Context: an optimization exercise on an open-source flow, tuned for small area, a short achievable clock period and few clock cycles. The choices shown serve that exercise and are no tape-out recipe. RTL that was checked went through simulation tests only; none was proved equivalent to the original. No driver is modelled on the clock port, so clocking that relies on it looks cheaper here than on a real chip. No activity file was given, so power comes from the tool's default toggle rates.

Design cc1_codec, start of the top module:
module cc1_codec (
    input  wire        clk,
    input  wire        rst,           
    input  wire        cmd_valid,
    input  wire [31:0] cmd,
    output wire        ready,
    input  wire [7:0]  buf_we,
    input  wire [63:0] buf_wdata,
    input  wire [8:0]  arg_we,
    input  wire [71:0] arg_wdata,
    output wire [63:0] buf_q,
    output wire [71:0] arg_q,
    output wire [71:0] out_q,
    output wire [7:0]  res,
    output wire [7:0]  status
);
    localparam [7:0] TYPE_A = 8'h21, TYPE_P = 8'h3F, TYPE_R = 8'h2A;
    reg [7:0] buf_r [0:7];            
    reg [7:0] arg_r [0:8];
    reg [7:0] out0, out1, out2;       
    reg [5:0] out3;                   
    reg       out4, out5, out6;       
    reg [7:0] res_r;
    reg       ill_r;
    reg [7:0] a_hc1, a_hc2;
    reg [7:0] p_hc1, p_hc2;
    reg [6:0] p_rp1;                  
    reg [1:0] p_lc;
    reg [3:0] p_lt;
    reg [1:0] p_lf;
    reg [7:0] r_hc1, r_hc2;
    reg [5:0] r_rh1;                  
    reg [7:0] r_tp1, r_tr1;           
    reg [5:0] r_al;
    reg       r_s, r_w, r_sy;
    assign ready = 1'b1;
    genvar gi;
    generate
        for (gi = 0; gi < 8; gi = gi + 1) begin : g_bufq
  ...
export LEC_CHECK = 0
export CAP_MARGIN = 20
export CORE_MARGIN = 2
export CORE_UTILIZATION = 40
export PLACE_DENSITY = 0.6
export SLEW_MARGIN = 20
export TNS_END_PERCENT = 0
create_clock -name core_clock -period 10.0 [get_ports {clk}]
standard.sh (not shown) runs the stock make flow with config.mk's settings and CLKGATE_MAP_FILE= SYNTH_SCRIPT=/design/flow/synth_recipe.tcl, a recipe that flattens the netlist after the stock synthesis.
==> flow/flow/run.sh <==
#!/bin/bash
# ORFS layout via the standard.sh, in stages:
#  - port buffers from sky130_fd_sc_hd__buf_1 instead of the default cell;
#  - synthesis, floorplan and placement with the default setup margin;
#  - CTS and global routing with timing repair aiming for the setup margin in
#    flow/margin.txt, followed by a power (area) recovery pass after CTS
#    (flow/post_cts.tcl).
# Each make invocation logs to its own file here; ORFS keeps per-step logs
# under orfs/logs.
set -euo pipefail
export BUFFER_PORTS_ARGS="-buffer_cell sky130_fd_sc_hd__buf_1"
bash standard.sh synth > make_synth.log 2>&1
bash standard.sh floorplan > make_floorplan.log 2>&1
bash standard.sh place > make_place.log 2>&1
export SETUP_SLACK_MARGIN=$(cat flow/margin.txt)
export POST_CTS_TCL=$PWD/flow/post_cts.tcl
bash standard.sh > make_finish.log 2>&1
==> flow/flow/margin.txt <==
7.5
==> flow/flow/post_cts.tcl <==
# Area recovery after CTS timing repair: downsize cells off the critical
# paths while keeping the setup margin that the repair aimed for.
estimate_parasitics -placement
repair_timing -recover_power 100 -setup_margin $::env(SETUP_SLACK_MARGIN) -verbose
detailed_placement
check_placement -verbose
report_design_area
Testbench counts at the start, summed over its fixed seeds: cycles 27,999.
Change:
==> flow/flow/margin.txt (replaced) <==
6.5
Effect: Sequential share of layout area is unchanged; total power is unchanged; area after synthesis does not change; final cell count stays the same; synthesized cell count stays the same; critical path depth stays the same; maximum frequency is unchanged; first-iteration DRC count stays the same; register-to-register slack hardly moves.
Change:
- CTS_BUF_LIST: default -> sky130_fd_sc_hd__clkbuf_8
- CTS_CLUSTER_SIZE: default -> 30
- TNS_END_PERCENT: 0 -> default
After rerunning:
- The new run ran to the end with no violations
- total power falls by 6.2%
- setup slack improved by 0.064 ns
- die area does not change
- sequential power hardly moves
- cell area rose by 4.7%
- critical path depth is unchanged
- area after synthesis does not change
- fmax went up by 1.6%
- sequential cell count is unchanged
Change:
- CTS_BUF_LIST: sky130_fd_sc_hd__clkbuf_8 -> default
- CTS_CLUSTER_SIZE: 30 -> default
Result: Synthesized area stays the same; final cell count is lower by 1.5%; wire length drops by 0.49%.

---

cc1_codec, a different RTL version from the one above (not shown whole).
For scale: roughly 1700 cells after synthesis, ~410 I/O pins.
Design cc1_codec, start of the top module:
module cc1_codec (
    input  wire        clk,
    input  wire        rst,           
    input  wire        cmd_valid,
    input  wire [31:0] cmd,
    output wire        ready,
    input  wire [7:0]  buf_we,
    input  wire [63:0] buf_wdata,
    input  wire [8:0]  arg_we,
    input  wire [71:0] arg_wdata,
    output wire [63:0] buf_q,
    output wire [71:0] arg_q,
    output wire [71:0] out_q,
    output wire [7:0]  res,
    output wire [7:0]  status
);
export LEC_CHECK = 0
export CAP_MARGIN = 20
export CORE_MARGIN = 2
export CORE_UTILIZATION = 40
export PLACE_DENSITY = 0.6
export SETUP_SLACK_MARGIN = 5
export SLEW_MARGIN = 20
create_clock -name core_clock -period 10.0 [get_ports {clk}]
==> flow/flow/run.sh <==
#!/bin/bash
# Standard ORFS layout via the standard.sh, with the port buffers made
# from sky130_fd_sc_hd__buf_1 instead of the default choice of cell.
set -euo pipefail
export BUFFER_PORTS_ARGS="-buffer_cell sky130_fd_sc_hd__buf_1"
bash standard.sh > make_finish.log 2>&1
Change:
==> flow/run.sh (new file) <==
#!/bin/bash
# synth_recipe.tcl (not shown) runs the flow's synth.tcl, then flattens the netlist and writes it again
# the make line also repeats each setting of config.mk as NAME=value (left out here)
make -C /OpenROAD-flow-scripts/flow DESIGN_CONFIG=/design/flow/config.mk WORK_HOME=/design/flow/orfs CLKGATE_MAP_FILE= SYNTH_SCRIPT=/design/flow/synth_recipe.tcl finish
- SETUP_SLACK_MARGIN: 5 -> unset
removed: flow/flow/run.sh
removed: flow/standard.sh
Power goes down by a few percent.
Wire length decreases slightly.
Register-to-register slack got worse by 0.47 ns.
Clock skew went up by 0.0047 ns.
Function was not checked in any run of this note: the RTL went through the layout flow alone.

## what the ideal ports hide
The flow's constraints put no driver on any port. The routed layouts listed below were extracted and timed again, unchanged, in two steps.
Step 1 assumes that a clkbuf_16 drives the clock port and a buf_2 every other input.
Step 2 also shifts input and output timing later by t, the mid clock arrival at the registers, as if the neighbouring blocks saw the same clock.
Three values: no drivers, after step 1, after step 2; two values: the first two.
| run | shift t [ns] | setup slack, ns | worst slew at a driven data input, ns |
|---|---|---|---|
| the first run of note 1 | 0.598 | 5.987 / 6.017 / 5.419 | 0.09 |
| the second run of note 1 | 0.598 | 5.987 / 6.017 / 5.419 | 0.09 |
| the third run of note 1 | 0.671 | 6.051 / 6.078 / 5.407 | 0.09 |
| the fourth run of note 1 | 0.603 | 6.018 / 6.049 / 5.446 | 0.08 |
| the first run of note 2 | 0.578 | 4.753 / 4.698 / 4.580 | 0.07 |
| the second run of note 2 | 0.626 | 3.645 / 3.588 / 3.876 | 0.07 |
After both steps every run listed still meets setup and hold. The setup slack of the third run of note 1, which loses most, moves by +0.027 ns with the drivers and by -0.644 ns with both steps.
